Context: an optimization exercise on an open-source flow, tuned for small area. The choices shown serve that exercise and are no tape-out recipe. RTL that was checked went through simulation tests only; none was proved equivalent to the original. Power figures rest on the tool's default switching activity, not on a simulated workload.

==> flow/design.v (excerpt) <==
module topo_discovery (
    input  wire          clk,
    input  wire          rst,
    input  wire [15:0]   now,
    input  wire          hw_valid,
    input  wire [7:0]    hw_len,
    input  wire [23:0]   hw_data,
    input  wire          hr_valid,
    output reg  [7:0]    hr_data,
    output wire          sel_n,
    output reg           xf_valid,
    output wire [4:0]    xf_len,
    output wire [71:0]   xf_tx,
    input  wire [71:0]   xf_rx,
    output reg           irq_n
);
export LEC_CHECK = 0
export CAP_MARGIN = 5
export CORE_MARGIN = 2
export CORE_UTILIZATION = 55
export CTS_BUF_LIST = sky130_fd_sc_hd__clkbuf_4
export PLACE_DENSITY = 0.75
export SLEW_MARGIN = 5
create_clock -name core_clock -period 100.0 [get_ports {clk}]
standard.sh (not shown) runs the stock make flow with config.mk's settings and CLKGATE_MAP_FILE= SYNTH_SCRIPT=/design/flow/synth_recipe.tcl, a recipe that flattens the netlist after the stock synthesis.
==> flow/flow/run.sh <==
#!/bin/bash
# Standard synthesis, then an area re-map of its combinational logic (same
# registers), then the standard layout with the smallest buffer on the ports.
set -euo pipefail
here=$(pwd)
res=$here/orfs/results/$FLOW_PLATFORM/topo_discovery/base

bash standard.sh synth > make_synth.log 2>&1

cp $res/1_2_yosys.v $here/1_2_yosys.standard.v
export REMAP_LIB=$FLOW_HOME/platforms/$FLOW_PLATFORM/lib/sky130_fd_sc_hd__tt_025C_1v80.lib
export REMAP_TOP=$FLOW_TOP
export REMAP_IN=$here/1_2_yosys.standard.v
export REMAP_OUT=$here/1_2_yosys.remap.v
export REMAP_SCRIPT=$here/flow/remap.abc
export REMAP_DONT_USE="$(sed -n '/DONT_USE_CELLS += /,/^#/p' $FLOW_HOME/platforms/$FLOW_PLATFORM/config.mk | grep -o 'sky130_fd_sc_hd__[a-z0-9_]*' | tr '\n' ' ')"
yosys -c flow/remap.tcl > yosys_remap.log 2>&1
cp $REMAP_OUT $res/1_2_yosys.v
rm -f $res/1_synth.odb $res/1_synth.sdc

bash standard.sh "BUFFER_PORTS_ARGS=-buffer_cell sky130_fd_sc_hd__buf_1" \
    "CTS_ARGS=-sink_clustering_enable -repair_clock_nets -dont_use_dummy_load -buf_list sky130_fd_sc_hd__clkbuf_16 -sink_clustering_size 28 -sink_clustering_max_diameter 80" \
    finish > make_finish.log 2>&1
==> flow/flow/remap.abc <==
strash; ifraig; scorr; dc2; strash; &get -n; &deepsyn -T 20; &dch -f; &nf -R 1000; &put
==> flow/flow/remap.tcl <==
# Re-map the combinational logic of the standard synthesis netlist for area.
# Flip-flops and tie cells are kept as they are (same instances, names and
# cell types); only the gates between them are re-synthesized by ABC.
yosys -import
set lib $::env(REMAP_LIB)
read_liberty -ignore_miss_func $lib
foreach m [list sky130_fd_sc_hd__*df* sky130_fd_sc_hd__*dl* sky130_fd_sc_hd__conb_1] {
    yosys blackbox $m
}
read_verilog $::env(REMAP_IN)
hierarchy -top $::env(REMAP_TOP)
flatten
opt -purge
set du {}
foreach c $::env(REMAP_DONT_USE) { lappend du -dont_use $c }
abc -liberty $lib {*}$du -script $::env(REMAP_SCRIPT)
opt_clean -purge
# a second pass on the mapped gates finds a little more
abc -liberty $lib {*}$du -script $::env(REMAP_SCRIPT)
opt_clean -purge
hilomap -singleton -hicell sky130_fd_sc_hd__conb_1 HI -locell sky130_fd_sc_hd__conb_1 LO
insbuf -buf sky130_fd_sc_hd__buf_4 A X
opt_clean -purge
stat -liberty $lib
write_verilog -noattr -noexpr -nohex -nodec $::env(REMAP_OUT)
Rerun with:
--- a/flow/flow/run.sh
+++ b/flow/flow/run.sh
@@ -21,3 +21,3 @@
 bash standard.sh "BUFFER_PORTS_ARGS=-buffer_cell sky130_fd_sc_hd__buf_1" \
-    "CTS_ARGS=-sink_clustering_enable -repair_clock_nets -dont_use_dummy_load -buf_list sky130_fd_sc_hd__clkbuf_16 -sink_clustering_size 28 -sink_clustering_max_diameter 80" \
+    "CTS_ARGS=-sink_clustering_enable -repair_clock_nets -dont_use_dummy_load -buf_list sky130_fd_sc_hd__clkbuf_16 -sink_clustering_size 24 -sink_clustering_max_diameter 120" \
     finish > make_finish.log 2>&1
- CORE_UTILIZATION: 55 -> 30
- PLACE_DENSITY: 0.75 -> 0.5
- setup slack gains 0.0077 ns
- via count shrinks by a few percent
- total power grows slightly

========
## red
Another version of the RTL of topo_discovery (not shown whole).
Size in the first run: ~210 I/O pins, ~0.021 mm^2 of cells after synthesis.
Design topo_discovery, start of the top module:
module topo_discovery (
    input  wire          clk,
    input  wire          rst,
    input  wire [15:0]   now,
    input  wire          hw_valid,
    input  wire [7:0]    hw_len,
    input  wire [23:0]   hw_data,
    input  wire          hr_valid,
    output reg  [7:0]    hr_data,
    output wire          sel_n,
    output reg           xf_valid,
    output wire [4:0]    xf_len,
    output wire [71:0]   xf_tx,
    input  wire [71:0]   xf_rx,
    output reg           irq_n
);
Settings: LEC_CHECK=0, CAP_MARGIN=20, CORE_MARGIN=2, CORE_UTILIZATION=30, CTS_BUF_LIST=sky130_fd_sc_hd__clkbuf_4, PLACE_DENSITY=0.5, SLEW_MARGIN=20; clock period 100.0 ns.
==> flow/flow/run.sh <==
#!/bin/bash
# Standard synthesis, then an area re-map of its combinational logic (same
# registers), then the standard layout with the smallest buffer on the ports.
set -euo pipefail
here=$(pwd)
res=$here/orfs/results/$FLOW_PLATFORM/topo_discovery/base

bash standard.sh synth > make_synth.log 2>&1

cp $res/1_2_yosys.v $here/1_2_yosys.standard.v
export REMAP_LIB=$FLOW_HOME/platforms/$FLOW_PLATFORM/lib/sky130_fd_sc_hd__tt_025C_1v80.lib
export REMAP_TOP=$FLOW_TOP
export REMAP_IN=$here/1_2_yosys.standard.v
export REMAP_OUT=$here/1_2_yosys.remap.v
export REMAP_SCRIPT=$here/flow/remap.abc
export REMAP_DONT_USE="$(sed -n '/DONT_USE_CELLS += /,/^#/p' $FLOW_HOME/platforms/$FLOW_PLATFORM/config.mk | grep -o 'sky130_fd_sc_hd__[a-z0-9_]*' | tr '\n' ' ')"
yosys -c flow/remap.tcl > yosys_remap.log 2>&1
cp $REMAP_OUT $res/1_2_yosys.v
rm -f $res/1_synth.odb $res/1_synth.sdc

bash standard.sh "BUFFER_PORTS_ARGS=-buffer_cell sky130_fd_sc_hd__buf_1" \
    "CTS_ARGS=-sink_clustering_enable -repair_clock_nets -dont_use_dummy_load -buf_list sky130_fd_sc_hd__clkbuf_8 -sink_clustering_size 16 -sink_clustering_max_diameter 80" \
    finish > make_finish.log 2>&1
==> flow/flow/remap.tcl <==
# Re-map the combinational logic of the standard synthesis netlist for area.
# Flip-flops and tie cells are kept as they are (same instances, names and
# cell types); only the gates between them are re-synthesized by ABC.
yosys -import
set lib $::env(REMAP_LIB)
read_liberty -ignore_miss_func $lib
foreach m [list sky130_fd_sc_hd__*df* sky130_fd_sc_hd__*dl* sky130_fd_sc_hd__conb_1] {
    yosys blackbox $m
}
read_verilog $::env(REMAP_IN)
hierarchy -top $::env(REMAP_TOP)
flatten
opt -purge
set du {}
foreach c $::env(REMAP_DONT_USE) { lappend du -dont_use $c }
abc -liberty $lib {*}$du -script $::env(REMAP_SCRIPT)
opt_clean -purge
hilomap -singleton -hicell sky130_fd_sc_hd__conb_1 HI -locell sky130_fd_sc_hd__conb_1 LO
insbuf -buf sky130_fd_sc_hd__buf_4 A X
opt_clean -purge
stat -liberty $lib
write_verilog -noattr -noexpr -nohex -nodec $::env(REMAP_OUT)
Scripts as last shown in full above: flow/flow/remap.abc
In summary, red completed successfully, with a layout that passed the timing, DRC and antenna checks.
> inputs changed (red -> blue)
diff --git a/flow/flow/run.sh b/flow/flow/run.sh
--- a/flow/flow/run.sh
+++ b/flow/flow/run.sh
@@ -20,4 +20,4 @@
 
 bash standard.sh "BUFFER_PORTS_ARGS=-buffer_cell sky130_fd_sc_hd__buf_1" \
-    "CTS_ARGS=-sink_clustering_enable -repair_clock_nets -dont_use_dummy_load -buf_list sky130_fd_sc_hd__clkbuf_8 -sink_clustering_size 16 -sink_clustering_max_diameter 80" \
+    "CTS_ARGS=-sink_clustering_enable -repair_clock_nets -dont_use_dummy_load -buf_list sky130_fd_sc_hd__clkbuf_16 -sink_clustering_size 24 -sink_clustering_max_diameter 120" \
     finish > make_finish.log 2>&1
Results
On area inside the core boundary, blue and red are neck and neck. Taking red as the reference, in blue clock skew higher; wire length lower. The worst hold-check slack of blue falls short of that of red by 0.042 ns. blue vs. red: weighted congestion at the end of routability-driven global placement went down by about 3.4%. Fmax | blue vs red | blue slower.
--- input diff blue..green ---
diff --git a/flow/flow/run.sh b/flow/flow/run.sh
--- a/flow/flow/run.sh
+++ b/flow/flow/run.sh
@@ -20,4 +20,4 @@
 
 bash standard.sh "BUFFER_PORTS_ARGS=-buffer_cell sky130_fd_sc_hd__buf_1" \
-    "CTS_ARGS=-sink_clustering_enable -repair_clock_nets -dont_use_dummy_load -buf_list sky130_fd_sc_hd__clkbuf_16 -sink_clustering_size 24 -sink_clustering_max_diameter 120" \
+    "CTS_ARGS=-sink_clustering_enable -repair_clock_nets -dont_use_dummy_load -buf_list sky130_fd_sc_hd__clkbuf_16" \
     finish > make_finish.log 2>&1
Notes after the runs:
Initial antenna violation count for green: 3 up relative to blue
In the route summary, green ends up with a via count exceeding that of blue.
Against blue, placed instance area in green rose slightly.
Against blue, green comes in 1.2 points higher on met1 usage.
Changes observed in green relative to blue: total power draw moved up, global routing met3 resource utilization moved up, proportion of power drawn by the clock network moved up.
Of blue and green, the run reporting the higher worst setup slack was green.
NOTE leakage power figure blue->green increased by a few percent
Function was not checked in any run of this note: the RTL went through the layout flow alone.

========
topo_discovery, a different RTL version from the one above (not shown whole).
Size in the first run: about 410 flip-flops, ~26000 um2 of cells after synthesis.
Design topo_discovery, start of the top module:
module topo_discovery (
    input  wire          clk,
    input  wire          rst,
    input  wire [15:0]   now,
    input  wire          hw_valid,
    input  wire [7:0]    hw_len,
    input  wire [23:0]   hw_data,
    input  wire          hr_valid,
    output reg  [7:0]    hr_data,
    output wire          sel_n,
    output reg           xf_valid,
    output wire [4:0]    xf_len,
    output wire [71:0]   xf_tx,
    input  wire [71:0]   xf_rx,
    output reg           irq_n
);
Settings: LEC_CHECK=0, CAP_MARGIN=20, CORE_MARGIN=2, CORE_UTILIZATION=30, CTS_BUF_LIST=sky130_fd_sc_hd__clkbuf_4, PLACE_DENSITY=0.5, SLEW_MARGIN=20; clock period 100.0 ns.
==> flow/flow/run.sh <==
#!/bin/bash
# Standard layout, with the smallest buffer on the ports.
set -euo pipefail
bash standard.sh "BUFFER_PORTS_ARGS=-buffer_cell sky130_fd_sc_hd__buf_1" finish > make_finish.log 2>&1
Next try:
==> flow/run.sh (new file) <==
#!/bin/bash
# synth_recipe.tcl (not shown) runs the flow's synth.tcl, then flattens the netlist and writes it again
# the make line also repeats each setting of config.mk as NAME=value (left out here)
make -C /OpenROAD-flow-scripts/flow DESIGN_CONFIG=/design/flow/config.mk WORK_HOME=/design/flow/orfs CLKGATE_MAP_FILE= SYNTH_SCRIPT=/design/flow/synth_recipe.tcl finish
CAP_MARGIN = 40   (was 20)
CTS_BUF_LIST = default   (was sky130_fd_sc_hd__clkbuf_4)
SLEW_MARGIN = 40   (was 20)
removed: flow/flow/run.sh
removed: flow/standard.sh
Wire length grows by 1.0%. Area after synthesis stays the same. Clock power goes up by about 6%. Register-to-register slack improves by 0.56 ns. Hold slack gains 0.0088 ns. Non-clock buffer count decreases by 2. Total power increases by 3.7%.

========
== 05-07 ==
Another version of the RTL of topo_discovery (not shown whole).
Size in the first run: roughly 2100 cells after synthesis, ~210 I/O pins, ~0.021 sq mm of cells after synthesis.
==> flow/config.mk <==
export PLATFORM = sky130hd
export DESIGN_NAME = topo_discovery
export DESIGN_NICKNAME = topo_discovery
export VERILOG_FILES = /design/flow/design.v
export SDC_FILE = /design/flow/constraint.sdc
export NUM_CORES = 4
export LEC_CHECK = 0
export CAP_MARGIN = 5
export CORE_MARGIN = 2
export CORE_UTILIZATION = 55
export CTS_BUF_LIST = sky130_fd_sc_hd__clkbuf_4
export PLACE_DENSITY = 0.75
export SLEW_MARGIN = 5
==> flow/constraint.sdc <==
create_clock -name core_clock -period 100.0 [get_ports {clk}]
set_input_delay 20.0000 -clock core_clock [delete_from_list [all_inputs] [get_ports {clk}]]
set_output_delay 20.0000 -clock core_clock [all_outputs]
set_load 0.01 [all_outputs]
==> flow/flow/run.sh <==
#!/bin/bash
# Standard synthesis, then an area re-map of its combinational logic (same
# registers), then the standard layout with the smallest buffer on the ports.
set -euo pipefail
here=$(pwd)
res=$here/orfs/results/$FLOW_PLATFORM/topo_discovery/base

bash standard.sh synth > make_synth.log 2>&1

cp $res/1_2_yosys.v $here/1_2_yosys.standard.v
export REMAP_LIB=$FLOW_HOME/platforms/$FLOW_PLATFORM/lib/sky130_fd_sc_hd__tt_025C_1v80.lib
export REMAP_TOP=$FLOW_TOP
export REMAP_IN=$here/1_2_yosys.standard.v
export REMAP_OUT=$here/1_2_yosys.remap.v
export REMAP_SCRIPT=$here/flow/remap.abc
export REMAP_DONT_USE="$(sed -n '/DONT_USE_CELLS += /,/^#/p' $FLOW_HOME/platforms/$FLOW_PLATFORM/config.mk | grep -o 'sky130_fd_sc_hd__[a-z0-9_]*' | tr '\n' ' ')"
yosys -c flow/remap.tcl > yosys_remap.log 2>&1
cp $REMAP_OUT $res/1_2_yosys.v
rm -f $res/1_synth.odb $res/1_synth.sdc

bash standard.sh "BUFFER_PORTS_ARGS=-buffer_cell sky130_fd_sc_hd__buf_1" \
    "CTS_ARGS=-sink_clustering_enable -repair_clock_nets -dont_use_dummy_load -buf_list sky130_fd_sc_hd__clkbuf_16 -sink_clustering_size 28 -sink_clustering_max_diameter 80" \
    finish > make_finish.log 2>&1
==> flow/flow/remap.abc <==
strash; ifraig; scorr; dc2; strash; &get -n; &deepsyn -T 60; &dch -f; &nf -R 1000; &put
==> flow/flow/remap.tcl <==
# Re-map the combinational logic of the standard synthesis netlist for area.
# Flip-flops and tie cells are kept as they are (same instances, names and
# cell types); only the gates between them are re-synthesized by ABC.
yosys -import
set lib $::env(REMAP_LIB)
read_liberty -ignore_miss_func $lib
foreach m [list sky130_fd_sc_hd__*df* sky130_fd_sc_hd__*dl* sky130_fd_sc_hd__conb_1] {
    yosys blackbox $m
}
read_verilog $::env(REMAP_IN)
hierarchy -top $::env(REMAP_TOP)
flatten
opt -purge
set du {}
foreach c $::env(REMAP_DONT_USE) { lappend du -dont_use $c }
abc -liberty $lib {*}$du -script $::env(REMAP_SCRIPT)
opt_clean -purge
# a second pass on the mapped gates finds a little more
abc -liberty $lib {*}$du -script $::env(REMAP_SCRIPT)
opt_clean -purge
hilomap -singleton -hicell sky130_fd_sc_hd__conb_1 HI -locell sky130_fd_sc_hd__conb_1 LO
insbuf -buf sky130_fd_sc_hd__buf_4 A X
opt_clean -purge
stat -liberty $lib
write_verilog -noattr -noexpr -nohex -nodec $::env(REMAP_OUT)
### 05-07 -> 10-04
--- a/flow/flow/remap.tcl
+++ b/flow/flow/remap.tcl
@@ -16,5 +16,7 @@
 abc -liberty $lib {*}$du -script $::env(REMAP_SCRIPT)
 opt_clean -purge
-# a second pass on the mapped gates finds a little more
+# further passes on the mapped gates find a little more
+abc -liberty $lib {*}$du -script $::env(REMAP_SCRIPT)
+opt_clean -purge
 abc -liberty $lib {*}$du -script $::env(REMAP_SCRIPT)
 opt_clean -purge
### Flow results
Measured against each other, 05-07 and 10-04 differ in clock group power, the lower figure coming from 10-04.
The relative area of clock buffers and inverters in the final design on 10-04 is in line with that on 05-07.
Changes observed in 10-04 relative to 05-07: number of fill cells in the layout went down 4.0%; achievable clock frequency now smaller; fraction of area in registers went down 0.19 points.
Of 05-07 and 10-04, the lower power per cell area belongs to 05-07.
Diff 05-07 -> 10-04: final setup slack of the worst path decreased by 630 ps relative to the old numbers; final cell count closely matched the old numbers.

afterwards: timing with drivers on the ports:
In the flow no input, the clock included, has a driving cell. The finished layouts below were timed again as built, in two steps. Step 1: set_driving_cell puts a clkbuf_16 on clk and a buf_2 on each other input, an assumption about the parent block. Step 2 also shifts input and output timing later by t, the mid clock arrival at the registers, as if the neighbouring blocks saw the same clock. Three values: no drivers, after step 1, after step 2; two values: the first two.
| run | t, ns | setup slack, ns | hold WS [ns] | worst setup path after step 2 | clock arrival spread, ns |
|---|---|---|---|---|---|
| the first run of note 1 | 0.603 | 74.605 / 74.633 / 74.029 | 0.498 / 0.498 / 0.498 | input to register | 0.041 / 0.041 |
| the second run of note 1 | 0.613 | 74.612 / 74.646 / 74.034 | 0.502 / 0.502 / 0.502 | input to register | 0.058 / 0.059 |
| red | 0.646 | 74.342 / 74.372 / 73.726 | 0.530 / 0.530 / 0.530 | input to register | 0.117 / 0.116 |
| blue | 0.609 | 73.914 / 73.958 / 73.349 | 0.488 / 0.488 / 0.488 | input to register | 0.119 / 0.120 |
| green | 0.623 | 74.292 / 74.325 / 73.702 | 0.515 / 0.515 / 0.515 | input to register | 0.097 / 0.097 |
| the first run of note 3 | 0.953 | 74.877 / 74.918 / 73.966 | 0.498 / 0.498 / 0.498 | input to register | 0.091 / 0.091 |
| the second run of note 3 | 0.665 | 74.275 / 74.316 / 73.651 | 0.507 / 0.507 / 0.507 | input to register | 0.028 / 0.029 |
| 05-07 | 0.601 | 73.141 / 73.165 / 72.564 | 0.485 / 0.485 / 0.485 | input to register | 0.071 / 0.071 |
| 10-04 | 0.584 | 72.515 / 72.542 / 71.958 | 0.476 / 0.476 / 0.476 | input to register | 0.068 / 0.067 |
After both steps setup and hold are still met in every run listed. For the first run of note 3, which loses most, drivers alone change the setup slack by +0.041 ns; drivers and shift together by -0.911 ns.
